This design comes from an exercise in tuning for small area, a short achievable clock period and few clock cycles on the open sky130 flow, not from production work. RTL that was checked went through simulation tests only; none was proved equivalent to the original.

the baseline:
// pcwlc_core
module pcwlc_core (
    input  wire        clk,
    input  wire        rst,
    input  wire        host_we,
    input  wire [2:0]  host_addr,
    input  wire [63:0] host_wdata,
    output wire [31:0] status,
    output wire [63:0] res,
    output wire [63:0] res2,
    output wire [31:0] erraddr,
    output reg         port_req,
    output reg         port_we,
    output reg  [1:0]  port_size,     
    output reg  [16:0] port_addr,
    output wire [31:0] port_wdata,
    input  wire        port_ack,
    input  wire [1:0]  port_fail,     
    input  wire [31:0] port_rdata,
    input  wire [63:0] now
);
Size in the first run: about 3300 cells after synthesis, roughly 410 flip-flops.
export LEC_CHECK = 0
export CAP_MARGIN = 20
export CORE_MARGIN = 2
export CORE_UTILIZATION = 40
export CTS_BUF_LIST = sky130_fd_sc_hd__clkbuf_8
export PLACE_DENSITY = 0.75
export SETUP_SLACK_MARGIN = 4
export SLEW_MARGIN = 20
create_clock -name core_clock -period 8.0 [get_ports {clk}]
standard.sh (not shown) runs the stock make flow with config.mk's settings and CLKGATE_MAP_FILE= SYNTH_SCRIPT=/design/flow/synth_recipe.tcl, a recipe that flattens the netlist after the stock synthesis.
==> flow/flow/run.sh <==
#!/bin/bash
# Layout flow: the standard flow (standard.sh: the standard synthesis,
# then ORFS to the routed layout) with two layout settings changed:
#  - the port buffers are buf_1 cells instead of the delay buffers that
#    buffer_ports picks by default; timing repair upsizes the ones on
#    critical paths;
#  - the resizer may change a cell's footprint when it sizes cells
#    (MATCH_CELL_FOOTPRINT=0), so timing repair can upsize freely.
# The output of the whole run goes to standard.log in the work folder; ORFS
# keeps each step's log under orfs/logs/.
set -euo pipefail
bash standard.sh MATCH_CELL_FOOTPRINT=0 \
    "BUFFER_PORTS_ARGS=-buffer_cell sky130_fd_sc_hd__buf_1" \
    finish > standard.log 2>&1
Input-level comparison between the candidate and the baseline:
diff --git a/flow/design.v b/flow/design.v
--- a/flow/design.v
+++ b/flow/design.v
@@ -68,19 +68,19 @@
     reg [63:0] res_q;       
     reg        dl_hi_n;     
     reg [2:0]  rs2c;        
     reg [4:0]  state;
     reg [4:0]  op;
     reg [1:0]  wc;
     reg        f;
+    reg [15:0] imm;         
     reg        again;
     reg [11:0] cur;
     reg [8:0]  trip;        
     reg [63:0] lop;         
-    wire [15:0] imm = lop[63:48];
     reg        pz;          
     reg [64:0] wake_n;      
     assign port_wdata = res_q[31:0];
     assign status  = {22'd0, iokind & {2{done}}, 1'b0, code & {3{done}}, 1'b0, pf, done, busy};
     assign erraddr = {15'd0, port_addr & {17{errv & done}}};
     assign res     = (res_q & {64{resv}}) | {63'd0, res1};
     reg [15:0] res2_hi;
@@ -490,20 +490,16 @@
     reg first;    
     always @(posedge clk) begin
         first <= !busy;
         if (!busy) begin
             op    <= c_op;
             wc    <= c_w;
             f     <= c_f;
-            lop[47:0] <= opa[47:0];
-            case (c_op)
-                OP_FIND_STD, OP_FIND_EXT, OP_SET_BITS: lop[63:48] <= c_imm;
-                OP_SET_SPEED:                          lop[63:48] <= {13'd0, speed_code};
-                default:                               lop[63:48] <= opa[63:48];
-            endcase
+            imm   <= (c_op == OP_SET_SPEED) ? {13'd0, speed_code} : c_imm;
+            lop   <= opa;
             cs_m4  <= c_cs_m4[11:0];
             cs_big <= (opa[63:13] != 51'd0) || c_cs_m4[12];
             pz    <= (opa == 64'd0);
             again <= 1'b0;
             cur   <= 12'h100;
             trip  <= ext_trip1;
             port_we   <= (c_op == OP_CFG_WRITE);
Notes after the runs:
The candidate finished every step from synthesis to the final layout, and the layout passed the timing, design-rule and antenna checks.
The candidate vs. the baseline: wire length the detailed router placed on met1 -about 5%; wire length of the first global-routing pass fell 6.2%; final-stage net count now smaller; sum of met2 wire segment lengths after detailed routing went down 2000 microns; worst hold slack after final layout was more or less identical.
In the candidate relative to the baseline, synthesized instance count had gone down slightly.
As far as clock network latency to the later pin of the worst-skew pair is concerned, the baseline and the candidate perform about the same.
Testbench counts of the candidate, summed over its fixed seeds: cycles 67,760.
Function not checked in the baseline: the RTL went through the layout flow alone.

* * *

## nickel
pcwlc_core, a different RTL version from the one above (not shown whole).
Size in the first run: ~3300 cells after synthesis, roughly 470 flip-flops, roughly 28000 um2 of cells after synthesis.
make LEC_CHECK=0 CAP_MARGIN=20 CORE_MARGIN=2 CORE_UTILIZATION=40 SETUP_SLACK_MARGIN=4 SLEW_MARGIN=20 finish   # period 8.0 ns
run.sh (not shown) runs the stock make flow with config.mk's settings and CLKGATE_MAP_FILE= SYNTH_SCRIPT=/design/flow/synth_recipe.tcl, a recipe that flattens the netlist after the stock synthesis.
Stock flow here: none of the scripts above is used.
nickel reached the end of the flow, and the finished layout is clean on the timing, design-rule and antenna checks.
> inputs changed (nickel -> cedar)
--- a/flow/design.v
+++ b/flow/design.v
@@ -280,25 +280,21 @@
     wire is_cap   = (op == OP_SET_SPEED) && !again;
     wire [7:0] walk_id = is_std ? imm[7:0] : PCIE_CAP_ID;
     reg [15:0] rmw_set, rmw_clr;
     always @(*) begin
         rmw_set = 16'd0;
         rmw_clr = 16'd0;
         case (op)
             OP_ENABLE:    rmw_clr = 16'h0010;
             OP_DISABLE:   rmw_set = 16'h0010;
             OP_RETRAIN:   if (again) rmw_clr = 16'h0020; else rmw_set = 16'h0020;
-            OP_SET_SPEED: if (again) rmw_set = 16'h0020;           
-                          else begin                               
-                              rmw_set = {13'd0, imm[2:0]};
-                              rmw_clr = 16'h000F;
-                          end
+            OP_SET_SPEED: rmw_set = 16'h0020;
             OP_HOT_RESET: if (again) rmw_clr = 16'h0040; else rmw_set = 16'h0040;
             OP_SET_BITS:  if (f) rmw_set = imm; else rmw_clr = imm;
             default:      ;
         endcase
     end
     wire [7:0] base_off = is_lsop ? 8'h12 : is_cap ? 8'h02 : 8'h10;
     wire [8:0] base_adr = {1'b0, cur[7:0]} + {1'b0, base_off};
     wire [4:0] base_st  = is_lsop ? S_LS : is_cap ? S_CAP : S_RMWR;
     wire [15:0] ls       = rd[15:0];
     wire [3:0]  ls_sc    = ls[3:0];
@@ -524,21 +520,22 @@
                 if (wc == 2'd3) begin
                     if (again) res_q[63:32] <= rd;
                 end else begin
                     res_q[63:32] <= 32'd0;
                     res_q[31:0]  <= (wc == 2'd0) ? {24'd0, rd[7:0]} :
                                     (wc == 2'd1) ? {16'd0, rd[15:0]} : rd;
                 end
             end
             S_ENT: if (is_std) res_q <= {56'd0, cur[7:0]};
             S_EXT: res_q <= {52'd0, cur};
-            S_RMWR, S_LC2R: res_q[31:0] <= {16'd0, (rd[15:0] & ~rmw_clr) | rmw_set};
+            S_RMWR: res_q[31:0] <= {16'd0, (rd[15:0] | rmw_set) & ~rmw_clr};
+            S_LC2R: res_q[31:0] <= {16'd0, rd[15:4], 1'b0, imm[2:0]};
             S_LS: if (is_rs) res_q <= {32'd0, ls_res};
             default: ;
         endcase
         if (state == S_POLL || state == S_SLP0)
             wake_n <= ~nsum[64:0];
         if (ack && okk) begin
             case (state)
                 S_CFGR: begin
                     again     <= 1'b1;
                     port_addr <= addr_p4;
--- outcome ---
Against nickel, cedar comes in 1.4% higher on multi-input logic area. Looking at routed wire length across both flows, cedar is the weaker of the two, with nickel ahead. For nickel, the topmost layer with routed signal wires was met4, unlike cedar, where it was met5. Setup slack was lower in the run labelled nickel. Going from nickel to cedar, transition time at the pin with the least slew margin saw an increase; worst setup skew after layout saw a decrease.
Function was not checked in any run of this note: the RTL went through the layout flow alone.

* * *

Another version of the RTL of pcwlc_core (not shown whole).
Size in the first run: roughly 3300 cells after synthesis, ~410 I/O pins.
Design pcwlc_core, start of the top module:
module pcwlc_core (
    input  wire        clk,
    input  wire        rst,
    input  wire        host_we,
    input  wire [2:0]  host_addr,
    input  wire [63:0] host_wdata,
    output wire [31:0] status,
    output wire [63:0] res,
    output wire [63:0] res2,
    output wire [31:0] erraddr,
    output reg         port_req,
    output reg         port_we,
    output reg  [1:0]  port_size,     
    output reg  [16:0] port_addr,
    output wire [31:0] port_wdata,
    input  wire        port_ack,
    input  wire [1:0]  port_fail,     
    input  wire [31:0] port_rdata,
    input  wire [63:0] now
);
    localparam [2:0] C_OK      = 3'd0;
    localparam [2:0] C_NOTFND  = 3'd1;
    localparam [2:0] C_ALIGN   = 3'd2;
    localparam [2:0] C_RANGE   = 3'd3;
    localparam [2:0] C_UNSUP   = 3'd4;
    localparam [2:0] C_IOFAIL  = 3'd5;
    localparam [2:0] C_ILLEGAL = 3'd6;
    localparam [4:0] OP_CFG_READ   = 5'h01;
    localparam [4:0] OP_CFG_WRITE  = 5'h02;
    localparam [4:0] OP_FIND_STD   = 5'h03;
    localparam [4:0] OP_FIND_EXT   = 5'h04;
    localparam [4:0] OP_ENABLE     = 5'h05;
    localparam [4:0] OP_DISABLE    = 5'h06;
    localparam [4:0] OP_RETRAIN    = 5'h07;
    localparam [4:0] OP_SET_SPEED  = 5'h08;
    localparam [4:0] OP_READ_STAT  = 5'h09;
  ...
==> flow/config.mk <==
export PLATFORM = sky130hd
export DESIGN_NAME = pcwlc_core
export DESIGN_NICKNAME = pcwlc_core
export VERILOG_FILES = /design/flow/design.v
export SDC_FILE = /design/flow/constraint.sdc
export NUM_CORES = 4
export LEC_CHECK = 0
export CAP_MARGIN = 20
export CORE_MARGIN = 2
export CORE_UTILIZATION = 40
export SETUP_SLACK_MARGIN = 4
export SLEW_MARGIN = 20
==> flow/constraint.sdc <==
create_clock -name core_clock -period 8.0 [get_ports {clk}]
set_input_delay 1.6000 -clock core_clock [delete_from_list [all_inputs] [get_ports {clk}]]
set_output_delay 1.6000 -clock core_clock [all_outputs]
set_load 0.01 [all_outputs]
standard.sh (not shown) runs the stock make flow with config.mk's settings and CLKGATE_MAP_FILE= SYNTH_SCRIPT=/design/flow/synth_recipe.tcl, a recipe that flattens the netlist after the stock synthesis.
==> flow/flow/run.sh <==
#!/bin/bash
# Layout flow: the standard flow (standard.sh: the standard synthesis,
# then ORFS to the routed layout) with two layout settings changed:
#  - the port buffers are buf_4 cells instead of the delay buffers that
#    buffer_ports picks by default;
#  - the resizer may change a cell's footprint when it sizes cells
#    (MATCH_CELL_FOOTPRINT=0), so timing repair can upsize freely.
# The output of the whole run goes to standard.log in the work folder; ORFS
# keeps each step's log under orfs/logs/.
set -euo pipefail
bash standard.sh MATCH_CELL_FOOTPRINT=0 \
    "BUFFER_PORTS_ARGS=-buffer_cell sky130_fd_sc_hd__buf_4" \
    finish > standard.log 2>&1
Testbench counts at the start, summed over its fixed seeds: cycles 67,760.
==> next run, changes <==
--- a/flow/design.v
+++ b/flow/design.v
@@ -214,21 +214,20 @@
         end
     end
     reg  [4:0]  st_nx;      
     reg         sel_d, sel_w, sel_p;
     wire [64:0] add_b = sel_w ? wake_n :
                         sel_p ? {1'b0, res_q} :
                                 {dl_hi_n & sel_d, lop};
-    wire        add_c = sel_w | sel_d;
     localparam integer AW = 66;
     localparam integer AL = 7;                  
     wire [AW-1:0] ad_a = {2'b0, now};
     wire [AW-1:0] ad_b = {1'b0, add_b};
     wire [AW-1:0] ad_p = ad_a ^ ad_b;
-    wire [AW-1:0] ad_g = (ad_a & ad_b) | {{(AW-1){1'b0}}, ad_p[0] & add_c};
+    wire [AW-1:0] ad_g = ad_a & ad_b;
     wire [AW-1:0] sk_g [0:AL];
     wire [AW-1:0] sk_p [0:AL];
     assign sk_g[0] = ad_g;
     assign sk_p[0] = ad_p;
     genvar bl, bi;
     generate
         for (bl = 0; bl < AL; bl = bl + 1) begin : g_lvl
@@ -240,17 +239,17 @@
                     assign sk_g[bl+1][bi] = sk_g[bl][bi];
                     assign sk_p[bl+1][bi] = sk_p[bl][bi];
                 end
             end
         end
     endgenerate
     wire [AW-1:0] ad_cy = sk_g[AL];             
-    wire [65:0]   nsum  = ad_p ^ {ad_cy[AW-2:0], add_c};
+    wire [65:0]   nsum  = ad_p ^ {ad_cy[AW-2:0], 1'b0};
     reg         past;
-    always @(posedge clk) past <= nsum[65];
+    always @(posedge clk) past <= nsum[65] | (&ad_p[64:0]);
     wire        lop_zero  = pz;
     wire        ack  = port_req && port_ack;
     wire        okk  = (port_fail == 2'd0);
     wire [31:0] rd   = port_rdata;
     wire is_std   = (op == OP_FIND_STD);
     wire is_rs    = (op == OP_READ_STAT);
     wire is_lsop  = (op == OP_READ_STAT) || (op == OP_WAIT_TRAIN);
After rerunning:
- The new run completed without violations
- critical path depth rises by 2
- non-clock buffer count falls by 6
- global-route usage falls by 0.63 points
- routed wire length falls by 1.9%
- via count falls by 1.6%
- first-iteration DRC count falls by 4.3%
- area after synthesis barely changes
- cell area falls by 0.46%
- worst hold slack hardly moves
- worst setup slack loses 0.19 ns
- sequential share of layout area rises by 0.14 points
- count of clock-buffer cells in the layout falls by 16
For the second run of this note, only the layout was checked, not whether the RTL still works.

-- separate check: timing with driven ports --
In the flow no input, the clock included, has a driving cell. The finished layouts below were timed again as built, in two steps. Step 1 assumes that a clkbuf_16 drives the clock port and a buf_2 every other input. Step 2 also shifts input and output timing later by t, the mid clock arrival at the registers, as if the neighbouring blocks saw the same clock. a / b / c = no drivers / after step 1 / after step 2; a / b = the first two.
run	t, ns	setup slack, ns	worst slew at a driven data input, ns	cell pins on the clock port's net
the baseline	0.736	3.952 / 3.976 / 3.240	0.09	1
the candidate	0.729	4.009 / 4.026 / 3.297	0.12	1
nickel	0.694	2.954 / 2.954 / 2.954	0.10	1
cedar	0.686	3.140 / 3.140 / 2.905	0.14	1
the first run of note 3	0.664	3.848 / 3.879 / 3.215	0.11	1
the second run of note 3	0.657	3.653 / 3.653 / 3.070	0.12	1
After both steps setup and hold are still met in every run listed.
